What follows belongs to an exercise in optimizing a design on an open flow for small area; a production flow would make more cautious choices. In this exercise RTL edits were held to simulation tests only and were not proved equivalent to the original. Power is estimated from default activity; no workload was simulated.

File: run.sh
#!/bin/bash
# synth_recipe.tcl (not shown) runs the flow's synth.tcl, then flattens the netlist and writes it again
# the make line also repeats each setting of config.mk as NAME=value (left out here)
make -C /OpenROAD-flow-scripts/flow DESIGN_CONFIG=/design/flow/config.mk WORK_HOME=/design/flow/orfs CLKGATE_MAP_FILE= SYNTH_SCRIPT=/design/flow/synth_recipe.tcl finish
File: config.mk
export PLATFORM = sky130hd
export DESIGN_NAME = bayer_unpack
export DESIGN_NICKNAME = bayer_unpack
export VERILOG_FILES = /design/flow/design.v
export SDC_FILE = /design/flow/constraint.sdc
export NUM_CORES = 4
export LEC_CHECK = 0
export CAP_MARGIN = 20
export CORE_MARGIN = 2
export CORE_UTILIZATION = 40
export SLEW_MARGIN = 20
File: design.v
module bayer_unpack (
    input  wire        clk,
    input  wire        rst,             
    input  wire        start,
    input  wire [11:0] cfg_width,
    input  wire [11:0] cfg_height,
    input  wire [31:0] cfg_mode,
    input  wire [15:0] cfg_stride,
    input  wire [31:0] cfg_src_len,
    output wire [1:0]  state,
    output wire [3:0]  err,
    output wire [3:0]  errfield,
    output wire [12:0] row,
    output wire [31:0] fault_addr,
    output wire        src_req,
    output wire [31:0] src_addr,
    input  wire        src_gnt,
    input  wire        src_rvalid,
    input  wire [7:0]  src_rdata,
    output wire        dst_we,
    output wire [25:0] dst_addr,
    output wire [7:0]  dst_wdata,
    input  wire        dst_ready
);
    localparam [1:0] ST_IDLE = 2'd0, ST_RUN = 2'd1, ST_DONE = 2'd2, ST_FAIL = 2'd3;
    localparam [2:0] PH_SEEK = 3'd0, PH_REQ = 3'd1, PH_WAIT = 3'd2,
                     PH_EMIT = 3'd3, PH_NEXTROW = 3'd4;
    localparam [3:0] E_NONE = 4'd0, E_SEL = 4'd1, E_VARIANT = 4'd2, E_TRUNC = 4'd3;
    localparam [3:0] F_NONE = 4'd0, F_SEL = 4'd1, F_PREC = 4'd2, F_GEOM = 4'd3;
    reg [11:0] w_q, h_q;
    reg        p12_q;        
    reg        cmp_q;        
    reg [3:0]  sel_q;        
    reg        bin_q;
    reg [15:0] stride_q;
    reg [31:0] srclen_q;
    wire [12:0] ncols = {w_q, 1'b0};
    wire [12:0] nrows = {h_q, 1'b0};
    wire [4:0]  swb   = cmp_q ? (p12_q ? 5'd12 : 5'd10) : 5'd16;
    wire [18:0] pitch = (stride_q != 16'd0) ? {stride_q, 3'b000} : ncols * swb;
    wire [7:0]  in_prec   = cfg_mode[7:0];
    wire [3:0]  in_sel    = cfg_mode[19:16];
    wire        prec_ok   = (in_prec == 8'd10) || (in_prec == 8'd12);
    wire [8:0]  geom_prod = cfg_width[2:0] * cfg_height[2:0] * in_prec[2:0];
    wire        geom_ok   = (geom_prod[2:0] == 3'd0);
    reg [1:0]  st_q;
    reg [2:0]  ph_q;
    reg [3:0]  err_q, errfield_q;
    reg [31:0] faddr_q;
    reg [12:0] row_q;
    reg [12:0] col_q;
    reg [34:0] total_q;      
    reg [31:0] fetch_q;      
    reg [2:0]  skip_q;       
    reg [23:0] buf_q;        
    reg [4:0]  cnt_q;        
    reg [25:0] out_q;        
    reg [25:0] binrow_q;     
    wire        start_ok = start && (st_q != ST_RUN);
    wire [34:0] rowpos   = 35'd512 + total_q;
    wire [15:0] sample = (swb == 5'd16) ? buf_q[15:0] :
                         (swb == 5'd12) ? {4'd0, buf_q[11:0]} : {6'd0, buf_q[9:0]};
    wire [7:0]  folded = p12_q ? sample[11:4] : sample[9:2];
    wire        r_odd = row_q[0];
    wire        c_odd = col_q[0];
    wire        plane_sel = r_odd ? (c_odd ? sel_q[1] : sel_q[0])
                                  : (c_odd ? sel_q[3] : sel_q[2]);
    wire        emitting = (st_q == ST_RUN) && (ph_q == PH_EMIT);
    wire        do_write = emitting && (!bin_q || plane_sel);
    wire        emit_adv = emitting && (!do_write || dst_ready);
    wire        last_col = (col_q + 13'd1 == ncols);
    wire        fetching = (st_q == ST_RUN) && (ph_q == PH_REQ) && (cnt_q < swb);
    wire        trunc    = fetching && (fetch_q >= srclen_q);
    wire [7:0]  rbyte    = src_rdata >> skip_q;
    wire [23:0] buf_in   = buf_q | ({16'd0, rbyte} << cnt_q);
    wire [4:0]  cnt_in   = cnt_q + 5'd8 - {2'd0, skip_q};
    assign state      = st_q;
    assign err        = err_q;
    assign errfield   = errfield_q;
    assign row        = row_q;
    assign fault_addr = faddr_q;
    assign src_req    = fetching && !trunc;
    assign src_addr   = fetch_q;
    assign dst_we     = do_write;
    assign dst_addr   = bin_q ? (binrow_q + {14'd0, col_q[12:1]}) : out_q;
    assign dst_wdata  = plane_sel ? folded : 8'd0;
    always @(posedge clk) begin
        if (rst) begin
            st_q       <= ST_IDLE;
            ph_q       <= PH_SEEK;
            err_q      <= E_NONE;
            errfield_q <= F_NONE;
            faddr_q    <= 32'd0;
            row_q      <= 13'd0;
            col_q      <= 13'd0;
            w_q        <= 12'd0;
            h_q        <= 12'd0;
            p12_q      <= 1'b0;
            cmp_q      <= 1'b0;
            sel_q      <= 4'd0;
            bin_q      <= 1'b0;
            stride_q   <= 16'd0;
            srclen_q   <= 32'd0;
            total_q    <= 35'd0;
            fetch_q    <= 32'd0;
            skip_q     <= 3'd0;
            buf_q      <= 24'd0;
            cnt_q      <= 5'd0;
            out_q      <= 26'd0;
            binrow_q   <= 26'd0;
        end else if (start_ok) begin
            w_q        <= cfg_width;
            h_q        <= cfg_height;
            p12_q      <= (in_prec == 8'd12);
            cmp_q      <= cfg_mode[8];
            sel_q      <= in_sel;
            bin_q      <= cfg_mode[20];
            stride_q   <= cfg_stride;
            srclen_q   <= cfg_src_len;
            row_q      <= 13'd0;
            col_q      <= 13'd0;
            faddr_q    <= 32'd0;
            total_q    <= 35'd0;
            out_q      <= 26'd0;
            binrow_q   <= 26'd0;
            ph_q       <= PH_SEEK;
            if (in_sel == 4'd0) begin
                st_q       <= ST_FAIL;
                err_q      <= E_SEL;
                errfield_q <= F_SEL;
            end else if (!prec_ok) begin
                st_q       <= ST_FAIL;
                err_q      <= E_VARIANT;
                errfield_q <= F_PREC;
            end else if (!geom_ok) begin
                st_q       <= ST_FAIL;
                err_q      <= E_VARIANT;
                errfield_q <= F_GEOM;
            end else begin
                err_q      <= E_NONE;
                errfield_q <= F_NONE;
                st_q       <= (cfg_height == 12'd0) ? ST_DONE : ST_RUN;
            end
        end else if (st_q == ST_RUN) begin
            case (ph_q)
                PH_SEEK: begin
                    col_q   <= 13'd0;
                    fetch_q <= rowpos[34:3];
                    skip_q  <= rowpos[2:0];
                    buf_q   <= 24'd0;
                    cnt_q   <= 5'd0;
                    ph_q    <= (ncols == 13'd0) ? PH_NEXTROW : PH_REQ;
                end
                PH_REQ: begin
                    if (cnt_q >= swb) begin
                        ph_q <= PH_EMIT;
                    end else if (trunc) begin
                        st_q       <= ST_FAIL;
                        err_q      <= E_TRUNC;
                        errfield_q <= F_NONE;
                        faddr_q    <= fetch_q;
                    end else if (src_gnt) begin
                        ph_q <= PH_WAIT;
                    end
                end
                PH_WAIT: begin
                    if (src_rvalid) begin
                        buf_q   <= buf_in;
                        cnt_q   <= cnt_in;
                        skip_q  <= 3'd0;
                        fetch_q <= fetch_q + 32'd1;
                        ph_q    <= (cnt_in >= swb) ? PH_EMIT : PH_REQ;
                    end
                end
                PH_EMIT: begin
                    if (emit_adv) begin
                        buf_q <= buf_q >> swb;
                        cnt_q <= cnt_q - swb;
                        col_q <= col_q + 13'd1;
                        if (!bin_q)
                            out_q <= out_q + 26'd1;
                        if (last_col)
                            ph_q <= PH_NEXTROW;
                        else
                            ph_q <= (cnt_q - swb >= swb) ? PH_EMIT : PH_REQ;
                    end
                end
                PH_NEXTROW: begin
                    row_q   <= row_q + 13'd1;
                    total_q <= total_q + {16'd0, pitch};
                    if (r_odd)
                        binrow_q <= binrow_q + {14'd0, w_q};
                    if (row_q + 13'd1 == nrows)
                        st_q <= ST_DONE;
                    else
                        ph_q <= PH_SEEK;
                end
                default: ph_q <= PH_SEEK;
            endcase
        end
    end
endmodule
File: constraint.sdc
create_clock -name core_clock -period 8.0 [get_ports {clk}]
set_input_delay 1.6000 -clock core_clock [delete_from_list [all_inputs] [get_ports {clk}]]
set_output_delay 1.6000 -clock core_clock [all_outputs]
set_load 0.01 [all_outputs]
==> impl_metrics.csv <==
group,metric,value,unit
outcome,status,"finished clean",
global_route,grt.total_usage,0.245,
synthesis,synth.cell_area,19500,sq um
setup_path,startpoint,"cmp_q",
setup_path,critPathCaptureType,"register",
die,fp.dieArea,50500,sq um
pwr,power.density,166,nW/um^2
finish,nets,2971,
hold_path,hold_path.class,"register to register",
synthesis,ys_ff_latch,292,
die,die_w,225,um
clock_network,cts_tree,"yes",
routing,viasPerCell,5.64,
synthesis,synthesis.instances,2575,
routing,vias,18900,
global_route,grt_max_degree,85,
pwr,p_sw,0.00104,W
global_route,antenna_found_initial,0,
routing,wl_per_cell,18.7,um
timing,setup_viol,0,
setup_path,path_buf_inv,1,
placed_design,port_buffers,218,
clock_network,worstSkewPairLatency,0.55,ns
global_route,grt_pass1_vias,18300,
synthesis,synth_cell_type_count,92,
timing,final-hold-violation-count,0,
timing,drv_slew,0,
global_route,gr-total-overflow,0,
timing,clock_skew,0.0136,ns
finish,area_growth,19.5,%
setup_path,required,8.48,ns
clock_network,cts_resized,0,
finish,layout_commonest_cell,"nand2_1",
setup_path,timing.rr.start,"cmp_q",
setup_path,cpMaxStageDelayCell,"dfxtp_1",
die,die_h,225,um
synthesis,async_flop_share,0,
synthesis,ys_seq_area_frac,0.300,
clock_network,cts-htree-levels,2,
timing,setup_ws,1.27,ns
run,maxCapViolCount,0,
global_route,grt_first_pass_wirelength,99400,um
finish,drive_gt1_frac,0.0532,
synthesis,ys_warn_count,1,
routing,postRouteAntennaNets,0,
routing,wl,62500,um
clock_network,cts_hold_buf,0,
setup_path,path_max_fanout,26,
routing,drtIter0Drc,1208,
die,initial_utilization,0.406,
clock_network,clk_pin_slew_worst_paths,0.06,ns
pwr,clockPowerShare,0.465,
clock_network,postCtsSetupBuffers,0,
setup_path,crit_type,"register to register",
clock_network,cts-buffers-inserted,37,
routing,first_pass_iters,6,
die,pin_count,241,
timing,period_needed,6.73,ns
synthesis,postSynthAreaPerCell,7.56,sq um
setup_path,start_kind,"register",
setup_path,cp_cell_sequence,"buf_4, mux2_2, ha_1, fa_1, ha_1, ha_1, fa_1, a21o_1, a21o_1, a2111oi_0, nor3_1, nor3_1, xnor2_1, a21o_1, ha_1, o21a_1, o21a_1, and3_1, a21oi_2, o21ai_0, a21oi_1",
synthesis,ys_dominant_reg_cell,"dfxtp_1",
setup_path,crit_end,"total_q[26]",
setup_path,crit_arrival,7.21,ns
setup_path,max_stage_delay,0.78,ns
setup_path,crit_cells,21,
clock_network,cts.sinks,292,
pwr,switching_share,0.268,
setup_path,rrSetupSlack,1.27,ns
placed_design,dp_slack,1.34,ns
finish,num-fill-cells,4746,
finish,antennaDiodeCount,0,
pwr,p_comb_frac,0.135,
clock_network,clockBufferDepth,3,
placed_design,gp_congestion,0.889,
timing,max_slew_margin,0.313,
clock_network,cts_root_buffer,"clkbuf_16",
setup_path,critPathMostFrequentCell,"ha_1",
setup_path,r2r-end,"total_q[26]",
setup_path,ff2ff_path_depth,21,
timing,setup_tns,0,ns
pwr,pwr-share-seq,0.400,
pwr,p_int,0.00284,W
timing,max_freq,149,MHz
pwr,p_leak,8.71,nW
die,rows,80,
finish,final_cell_mix,"nand2_1, a21oi_1, dfxtp_1",
die,coreArea,47900,sq um
timing,worstMarginPinSlew,1.03,ns
setup_path,cp_top_family,"compound AO/OA/AOI/OAI gates",
synthesis,synth-edff-count,0,
routing,route.detailed.drc,0,
timing,finalCritPeriodShare,0.841,
timing,hold_ws,0.449,ns
timing,rsz0062_at_grt,"no",
placed_design,place_hpwl,45300,um
pwr,peakVddDrop,122,uV
-- worst reg2reg max path: cells and delay by family (launching register included) --
kind / cells / cell delay [ns]
xor+xnor: 1 / 0.12
compound gates: 9 / 2.33
fa+ha+maj: 6 / 2.08
buf+inv: 1 / 0.38
flops: 1 / 0.78
mux: 1 / 0.37
simple gates: 3 / 0.59
-- how the worst min path moves through the flow --
stage                         to  slack [ns]  cells past startpoint          from
global route          faddr_q[7]        0.47                      2    faddr_q[7]
finish               faddr_q[15]        0.45                      2   faddr_q[15]
CTS                  faddr_q[15]        0.45                      2   faddr_q[15]
global placement     faddr_q[23]        0.44                      2   faddr_q[23]
floorplan           srclen_q[10]        0.44                      2  srclen_q[10]
detailed placement   faddr_q[15]        0.44                      2   faddr_q[15]
-- routing by layer --
| metal | vias up | global-route usage | wire length (um) |
|---|---|---|---|
| met5 | - | 0 | 0 |
| met4 | 0 | 0.0919 | 2150 |
| met1 | 8962 | 0.304 | 26800 |
| met3 | 100 | 0.0406 | 3360 |
| met2 | 519 | 0.424 | 30200 |
| li1 | 9284 | - | - |
-- power by group through the flow --
stage	Sequential, W	Clock [W]	Combinational [W]
floorplan	0.00156	0	0.000325
global placement	0.00158	0	0.000510
detailed placement	0.00158	0	0.000519
CTS	0.00155	0.00184	0.000523
global route	0.00156	0.00190	0.000577
finish	0.00155	0.00180	0.000522
-- kinds of logic (layout without fill, tap and decap cells) --
kind of cell / after synthesis / after routing / share of synthesized area
AOI/OAI and AO/OA: 637 / 637 / 0.197
and+or+nand+nor: 1045 / 1045 / 0.249
muxes: 57 / 57 / 0.0332
adders and majority gates: 152 / 152 / 0.104
xor gates and xnor gates: 145 / 145 / 0.0656
other: 2 / 5 / 0.000386
buffers and inverters: 245 / 395 / 0.0514
DFF: 292 / 292 / 0.300
-- final cells by class --
cell class	instances	area, sq um	area share
Multi-Input combinational cell	2041	12700	0.545
Sequential cell	292	5850	0.251
Timing Repair Buffer	239	2330	0.100
Clock buffer	53	1110	0.0476
Tap cell	615	769	0.0331
Inverter	90	338	0.0145
Clock inverter	13	199	0.00855
-- Yosys cell counts, drive strengths merged (16+ instances only) --
master	n	area (sq um)
clkbuf	113	425
a21o	40	300
a21oi	298	1500
dfxtp	292	5850
nand2	413	1550
nand3	81	410
o31ai	20	150
a211oi	32	240
xor2	57	507
o21a	17	128
o21ai	125	629
nand2b	21	131
nand4	35	225
nor2	234	886
or3	31	199
buf	42	238
and2	28	176
xnor2	88	771
nor3	75	402
mux2	21	236
nor4	27	169
fa	16	320
and3	33	206
ha	136	1700
inv	89	334
a31oi	18	119
mux2i	32	320
-- state kept, by name (all words and copies together) (netlist names) --
| register | count |
|---|---|
| sel_q | 4 |
| row_q | 13 |
| total_q | 33 |
| skip_q | 2 |
| out_q | 26 |
| ph_q | 3 |
| faddr_q | 32 |
| stride_q | 16 |
| h_q | 12 |
| fetch_q | 32 |
| p12_q | 1 |
| bin_q | 1 |
| binrow_q | 26 |
| buf_q | 22 |
| srclen_q | 32 |
| st_q | 2 |
| err_q | 2 |
| w_q | 12 |
| col_q | 13 |
| cnt_q | 5 |
| cmp_q | 1 |
| errfield_q | 2 |
-- through the flow --
step                total power (W)  area [sq um]  std cells  utilization
detailed placement          0.00210         22000       3276        0.458
global route                0.00403         23300       3343        0.485
floorplan                   0.00188         19500       2578            -
CTS                         0.00391         23300       3342        0.485
global placement            0.00209         22000       3276        0.458
finish                      0.00387         23300       3343        0.485

-- separate check: timing with driven ports --
The results above use ideal ports. As a check the final layout listed here was re-extracted and re-timed, cells and wires unchanged. Step 1: set_driving_cell puts a clkbuf_16 on clk and a buf_2 on each other input, an assumption about the parent block. Step 2 times the ports against the registers' clock, not the clock port: input delays grow and output delays shrink by t, the midpoint of the rising clock arrivals with the driver on. Three values: no drivers, after step 1, after step 2; two values: the first two.
t, ns: 0.604
setup WS [ns]: 1.274 / 1.274 / 1.274
latest minus earliest clock arrival (ns): 0.014 / 0.014
worst slew at a driven data input, ns: 0.06
After both steps this run still meets setup and hold. For this run, drivers alone change the setup slack by 0.000 ns; drivers and shift together by 0.000 ns.
